Context: an optimization exercise on an open-source flow, tuned for small area, a short achievable clock period and few clock cycles. The choices shown serve that exercise and are no tape-out recipe. Function was checked by simulation only, so behaviour that the tests miss may differ from the original.

==> 02-11: inputs <==
Design rs1294, start of the top module:
module rs1294 (
  input  wire        clk,
  input  wire        rst,           
  input  wire        req_valid,
  input  wire        req_write,
  input  wire [7:0]  req_addr,
  input  wire [31:0] req_wdata,
  output wire        req_ready,
  output reg         rsp_valid,
  output wire [31:0] rsp_rdata
);
export LEC_CHECK = 0
export CAP_MARGIN = 20
export CORE_MARGIN = 2
export CORE_UTILIZATION = 65
export CTS_CLUSTER_DIAMETER = 100
export CTS_CLUSTER_SIZE = 20
export PLACE_DENSITY = 0.75
export SLEW_MARGIN = 20
create_clock -name core_clock -period 11.0 [get_ports {clk}]
standard.sh (not shown) runs the stock make flow with config.mk's settings and CLKGATE_MAP_FILE= SYNTH_SCRIPT=/design/flow/synth_recipe.tcl, a recipe that flattens the netlist after the stock synthesis.
==> flow/flow/run.sh <==
#!/bin/bash
set -euo pipefail
bash standard.sh SETUP_SLACK_MARGIN=6.0 "BUFFER_PORTS_ARGS=-buffer_cell sky130_fd_sc_hd__buf_4" finish > standard_flow.log 2>&1
==> 10-24 (differences from 02-11) <==
--- a/flow/design.v
+++ b/flow/design.v
@@ -100,42 +100,41 @@
   localparam [7:0] OP_GFINV   = 8'h02;
   localparam [7:0] OP_PMUL    = 8'h03;
   localparam [7:0] OP_RSENC   = 8'h10;
   localparam [7:0] OP_RSSYN   = 8'h11;
   localparam [7:0] OP_RSDEC   = 8'h12;
   localparam [7:0] OP_CRCCOMP = 8'h20;
   localparam [7:0] OP_CRCVFY  = 8'h21;
-  localparam [11:0] PH_IDLE = 12'h000;
-  localparam [11:0] PH_OUT3 = 12'h001;   
-  localparam [11:0] PH_FIN  = 12'h002;   
-  localparam [11:0] PH_EXP  = 12'h004;   
-  localparam [11:0] PH_PMP  = 12'h008;   
-  localparam [11:0] PH_FIX  = 12'h010;   
-  localparam [11:0] PH_CRCO = 12'h020;   
-  localparam [11:0] PH_CH   = 12'h040;   
-  localparam [11:0] PH_D0   = 12'h080;   
-  localparam [11:0] PH_A2   = 12'h100;   
-  localparam [11:0] PH_SCAN = 12'h200;   
-  localparam [11:0] PH_DEC  = 12'h400;   
-  localparam [11:0] PH_PMH  = 12'h600;   
-  localparam [11:0] PH_CRCR = 12'h800;   
-  localparam [11:0] PH_CRCF = 12'hA00;   
-  localparam B_OUT3 = 0, B_FIN = 1, B_EXP = 2, B_PMP = 3, B_FIX = 4, B_CRCO = 5,
-             B_CH = 6, B_D0 = 7, B_A2 = 8;
+  localparam [3:0] PH_IDLE = 4'd0;
+  localparam [3:0] PH_SCAN = 4'd1;    
+  localparam [3:0] PH_OUT3 = 4'd2;    
+  localparam [3:0] PH_D0   = 4'd3;    
+  localparam [3:0] PH_A1   = 4'd4;    
+  localparam [3:0] PH_A2   = 4'd5;    
+  localparam [3:0] PH_CH   = 4'd6;    
+  localparam [3:0] PH_DEC  = 4'd7;    
+  localparam [3:0] PH_FIX  = 4'd8;    
+  localparam [3:0] PH_EXP  = 4'd9;    
+  localparam [3:0] PH_PMH  = 4'd10;   
+  localparam [3:0] PH_PMP  = 4'd11;   
+  localparam [3:0] PH_CRCR = 4'd12;   
+  localparam [3:0] PH_CRCF = 4'd13;   
+  localparam [3:0] PH_CRCO = 4'd14;   
+  localparam [3:0] PH_FIN  = 4'd15;   
   reg [7:0]  in_mem  [0:31];
   reg [7:0]  out_mem [0:12];
   reg        st_valid, st_sz, st_unc, st_crcok;
   reg [3:0]  st_errcnt, st_err;
   reg        masken;
   reg [15:0] crc_mask;
   wire [15:0] status_word = {4'd0, st_err, st_errcnt, st_crcok, st_unc, st_sz, st_valid};
   reg        rdy;
   reg        bad;          
   reg        cp1;          
-  reg [11:0] ph;
+  reg [3:0]  ph;
   reg        k_mul, k_inv, k_enc, k_syn, k_dec, k_vfy;
   reg [4:0]  cnt;
   reg [4:0]  ei;           
   reg [3:0]  oidx;         
   reg [15:0] rdq;          
   reg [7:0]  orq;          
   reg [7:0]  s1, s2, s3;   
@@ -241,15 +240,15 @@
       else if ({1'b0, swk} == cn)                cn_n = cn + 6'd1;
       else if ({1'b0, swk} < cn)                 cn_n = 6'd0;
     end
   end
   wire sp_hit  = (sp_n == 4'd12);
   wire ep_hit  = (sp_n >= 4'd9);
   wire cn_hit  = (cn_n == w_len[5:0]) && (w_len[7:6] == 2'b00) && (cn_n != 6'd0);
-  reg [11:0] d_ph;
+  reg [3:0] d_ph;
   always @(*) begin
     d_ph = PH_FIN;                                     
     if (o_inv)      d_ph = PH_EXP;
     else if (o_pm)  d_ph = PH_PMH;
     else if (o_enc) d_ph = ep_hit ? PH_FIN : PH_SCAN;
     else if (o_syn) d_ph = sp_hit ? PH_OUT3 : PH_SCAN;
     else if (o_dec) d_ph = sp_hit ? PH_D0 : PH_SCAN;
@@ -257,57 +256,64 @@
     else if (o_vfy) d_ph = cn_hit ? PH_CRCO : PH_CRCR;
   end
   wire first = (cnt == 5'd0);
   wire [3:0] kbe  = {cnt[2:0], 1'b1};
   wire [3:0] kbo  = {cnt[2:0], 1'b0};
   wire       re   = ((s1 ^ u1 ^ u2) == 8'h00);
   wire       ro   = ((s1 ^ gf_mul(u1, 8'h8E) ^ gf_mul(u2, 8'h47)) == 8'h00);
-  wire z1 = (s1 == 8'h00);
-  wire ch_sq = ph[B_CH] & (chs[5] | chs[4] | chs[2] | chs[0]);
-  wire a_sq  = ph[B_EXP] | ch_sq;                      
-  wire a_p8  = ph[B_CH] & chs[3];                      
-  wire a_s1  = ph[B_A2] | (ph[B_D0] & !z1);
-  wire a_s2  = ph[B_D0] & z1;
-  wire a_x1  = !(a_sq | a_p8 | a_s1 | a_s2);           
-  wire b_rd  = ph[B_PMP];
-  wire b_s3  = ph[B_A2] | (ph[B_D0] & z1);
-  wire b_s2  = ph[B_D0] & !z1;
-  wire b_x1  = a_p8;
-  wire b_q4  = ph[B_CH] & chs[1];
-  wire b_s1  = ph[B_CH] & chs[0];
-  wire b_u0  = (ph[B_CH] & (chs[5] | chs[4] | chs[2])) | ph[B_FIX] | (ph[B_EXP] & ebit);
-  wire b_one = ph[B_EXP] & !ebit;
-  wire b_u1  = ph[B_FIN];
-  wire [7:0] ma = ({8{a_sq}} & gf_sq(x1)) | ({8{a_p8}} & gf_p8(x1)) | ({8{a_s1}} & s1) |
-                  ({8{a_s2}} & s2) | ({8{a_x1}} & x1);
-  wire [7:0] mb = ({8{b_rd}} & rd) | ({8{b_s3}} & s3) | ({8{b_s2}} & s2) | ({8{b_x1}} & x1) |
-                  ({8{b_q4}} & gf_q4(s3)) | ({8{b_s1}} & s1) | ({8{b_u0}} & u0) |
-                  {7'd0, b_one} | ({8{b_u1}} & u1);
+  reg [7:0] ma, mb;
+  always @(*) begin
+    ma = x1;
+    mb = u1;                                           
+    case (ph)
+      PH_PMP: begin ma = x1; mb = rd; end
+      PH_A1:  begin ma = s1; mb = s2; end
+      PH_A2:  begin ma = s1; mb = s3; end
+      PH_EXP: begin ma = gf_sq(x1); mb = ebit ? u0 : 8'h01; end
+      PH_CH: begin
+        if (chs[3])      begin ma = gf_p8(x1); mb = x1; end      
+        else if (chs[1]) begin ma = x1; mb = gf_q4(s3); end      
+        else if (chs[0]) begin ma = gf_sq(x1); mb = s1; end      
+        else             begin ma = gf_sq(x1); mb = u0; end      
+      end
+      PH_FIX: begin ma = x1; mb = u0; end
+      default: ;
+    endcase
+  end
   wire [7:0] mo = gf_mul(ma, mb);
   wire [15:0] crc_v = ~cacc ^ ((k_vfy && masken) ? crc_mask : 16'h0000);
   wire        crc_rlast = (ei == u0[4:0]);
   wire        c1z = (u1 == 8'h00);
   wire        c2z = (u2 == 8'h00);
   wire [1:0]  nroot = (c1z && c2z) ? 2'd0 : (c1z || c2z) ? 2'd1 : (tflag ? 2'd0 : 2'd2);
-  wire       ow = ph[B_OUT3] | (ph[B_FIN] & k_mul) | (ph[B_EXP] & k_inv & elast) |
-                  ph[B_PMP] | ph[B_FIX] | ph[B_CRCO];
-  wire [3:0] oi = ({4{ph[B_OUT3]}} & cnt[3:0]) | ({4{ph[B_PMP] | ph[B_FIX]}} & pw);
-  wire [7:0] ov = (({8{ph[B_PMP] & !pz | ph[B_FIX]}} & orq) ^
-                   ({8{ph[B_PMP] | ph[B_FIX] | ph[B_FIN] | ph[B_EXP]}} & mo)) |
-                  ({8{ph[B_OUT3]}} & s1) | ({8{ph[B_CRCO]}} & crc_v[15:8]);
-  wire cpall = !bad && (cp1 || (ph[B_FIN] && k_enc));
+  reg       ow;
+  reg [3:0] oi;
+  reg [7:0] ov;
+  always @(*) begin
+    ow = 1'b0;
+    oi = cnt[3:0];
+    ov = s1;
+    case (ph)
+      PH_OUT3: begin ow = 1'b1; oi = cnt[3:0]; ov = s1; end
+      PH_FIN:  begin ow = k_mul; oi = 4'd0; ov = mo; end
+      PH_EXP:  begin ow = k_inv && elast; oi = 4'd0; ov = mo; end
+      PH_PMP:  begin ow = 1'b1; oi = pw; ov = (pz ? 8'h00 : orq) ^ mo; end
+      PH_FIX:  begin ow = 1'b1; oi = pw; ov = orq ^ mo; end
+      PH_CRCO: begin ow = 1'b1; oi = {3'd0, cnt[0]}; ov = cnt[0] ? crc_v[7:0] : crc_v[15:8]; end
+      default: ;
+    endcase
+  end
+  wire cpall = !bad && (cp1 || (ph == PH_FIN && k_enc));
   integer k;
   always @(posedge clk) begin
     for (k = 0; k < 13; k = k + 1) begin
       if (cpall && k < 9)
         out_mem[k] <= in_mem[k];
       else if (cpall && k < 12)
         out_mem[k] <= k_enc ? ((k == 9) ? e2 : (k == 10) ? e1 : e0) : in_mem[k];
-      else if (k == 1 && ph[B_CRCO] && !bad)
-        out_mem[k] <= crc_v[7:0];
       else if (ow && !bad && oi == k)
         out_mem[k] <= ov;
     end
   end
   wire       pre    = swv && (swk == 5'd0 || (swk == {1'b0, sp} && sp != 4'd12));
   wire       sy_adv = rdy ? pre : (ph == PH_SCAN && !k_enc);
   wire       en_adv = rdy ? (pre && swk < 5'd9) : (ph == PH_SCAN && k_enc);
@@ -427,34 +433,38 @@
           if (cnt == 5'd0)
             st_sz <= (s1 == 8'h00) && (s2 == 8'h00) && (s3 == 8'h00);
           if (cnt == 5'd2) begin
             rdy <= 1'b1; ph <= PH_IDLE;
           end
         end
         PH_D0: begin
-          cb  <= z1;
+          cb  <= (s1 == 8'h00);
           cnt <= 5'd0;
           ebit  <= 1'b0;
           elast <= 1'b0;
           x1  <= s3;
-          u1  <= mo;                  
-          u0  <= z1 ? s3 : s2;        
-          u2  <= z1 ? 8'h00 : gf_sq(s2);
-          if (z1) begin
+          u0  <= s3;
+          if (s1 == 8'h00) begin
             s1 <= s2;
             s2 <= s3;
             s3 <= gf_sq(s2);
           end
-          if (z1 && s2 == 8'h00 && s3 == 8'h00) begin
+          if (s1 == 8'h00 && s2 == 8'h00 && s3 == 8'h00) begin
             st_sz <= 1'b1;
             rdy <= 1'b1; ph <= PH_IDLE;
-          end else if (z1 && s2 == 8'h00)
+          end else if (s1 == 8'h00 && s2 == 8'h00)
             ph <= PH_EXP;             
           else
-            ph <= PH_A2;
+            ph <= PH_A1;
+        end
+        PH_A1: begin
+          u1 <= mo;                   
+          u0 <= s2;                   
+          u2 <= cb ? 8'h00 : gf_sq(s2);
+          ph <= PH_A2;
         end
         PH_A2: begin
           u2  <= u2 ^ mo;             
           s3  <= u2 ^ mo;
           s1  <= gf_sq(s1);           
           x1  <= s2;
           cnt <= 5'd5;
@@ -546,15 +556,18 @@
           cd2  <= cd1;
           if (cnt[0]) begin
             cnt <= 5'd0;
             ph  <= PH_CRCO;
           end
         end
         PH_CRCO: begin
-          st_crcok <= k_vfy && ({cd2, cd1} == crc_v);
-          rdy <= 1'b1; ph <= PH_IDLE;
+          cnt <= cnt + 5'd1;
+          if (cnt[0]) begin
+            st_crcok <= k_vfy && ({cd2, cd1} == crc_v);
+            rdy <= 1'b1; ph <= PH_IDLE;
+          end
         end
         default: ;
       endcase
     end
   end
 endmodule
==> flow/flow/run.sh (replaced) <==
#!/bin/bash
set -euo pipefail
bash standard.sh SETUP_SLACK_MARGIN=6.5 finish > standard_flow.log 2>&1
CTS_CLUSTER_DIAMETER = default   (was 100)
CTS_CLUSTER_SIZE = default   (was 20)
==> 06-08 (differences from 02-11) <==
==> flow/flow/run.sh (replaced) <==
#!/bin/bash
set -euo pipefail
bash standard.sh SETUP_SLACK_MARGIN=6.5 "BUFFER_PORTS_ARGS=-buffer_cell sky130_fd_sc_hd__buf_4" finish > standard_flow.log 2>&1
CTS_CLUSTER_DIAMETER = default   (was 100)
CTS_CLUSTER_SIZE = default   (was 20)
==> reports/qor.yml <==
outcome:
  run_status: "complete, no violations"
critical_path:
  biggest_cell_delay_along_the_critical_path_ns: 0.55
layout:
  drive_gt1_share_pct: 16.66
  multi_input_gate_share_of_the_layout_cell_area_pct: 43.44
  design.seq.count: 614
  clk_share_pct: 5.261
power_and_ir_drop:
  power.share.sequential_pct: 37.5
timing:
  holdWs_ns: 0.4823
  final.min_clock_period_ns: 4.612
route:
  dr_wl_met2_um: 57610
Source of the figures above: 10-24

==> reports/qor.yml <==
timing:
  fin_tns_setup_ns: 0
  final.min_clock_period_ns: 4.965
layout:
  drive_gt1_share_pct: 10.99
  design.seq.count: 622
  clk_share_pct: 2.958
  multi_input_gate_share_of_the_layout_cell_area_pct: 43.93
route:
  dr_wl_met2_um: 52570
  detail-route-antenna-nets: 0
critical_path:
  biggest_cell_delay_along_the_critical_path_ns: 0.67
outcome:
  run_status: "complete, no violations"
power_and_ir_drop:
  power.share.sequential_pct: 56.5
hold_path:
  min_delay_worst_endpoint: "st_err[2]"
Source of the figures above: 02-11

==> reports/qor.yml <==
layout:
  design.seq.count: 622
  drive_gt1_share_pct: 16.36
  multi_input_combinational_cell_area_mm2: 0.01709
  clk_share_pct: 5.626
timing:
  final.min_clock_period_ns: 4.577
  holdWs_ns: 0.4665
  max_slew_margin_pct: 25.66
grt:
  gr-usage-met1_pct: 55.45
critical_path:
  biggest_cell_delay_along_the_critical_path_ns: 0.62
power_and_ir_drop:
  power.share.sequential_pct: 47.0
route:
  dr_wl_met2_um: 55880
outcome:
  run_status: "complete, no violations"
Source of the figures above: 06-08

Testbench counts of 02-11, summed over its fixed seeds: cycles 53,065.
Testbench counts of 10-24, summed over its fixed seeds: cycles 54,020.
Testbench counts of 06-08, summed over its fixed seeds: cycles 53,065.

static timing again, ports no longer ideal:
Ports are ideal in the flow. The routed layouts listed here were re-timed in OpenROAD.
Step 1 sets driving cells, clkbuf_16 on the clock port and buf_2 on the other inputs (assumed; they add their load-dependent delay and slew).
Step 2 times the ports against the registers' clock, not the clock port: input delays grow and output delays shrink by t, the midpoint of the rising clock arrivals with the driver on.
a / b / c = no drivers / after step 1 / after step 2; a / b = the first two.
| run | t, ns | setup slack, ns | cell pins on the clock port's net |
|---|---|---|---|
| 02-11 | 0.652 | 6.035 / 6.035 / 5.674 | 1 |
| 10-24 | 0.685 | 6.388 / 6.388 / 5.797 | 1 |
| 06-08 | 0.677 | 6.423 / 6.463 / 5.786 | 1 |
After both steps setup and hold are still met in every run listed. For 06-08, which loses most, drivers alone change the setup slack by +0.040 ns; drivers and shift together by -0.637 ns.
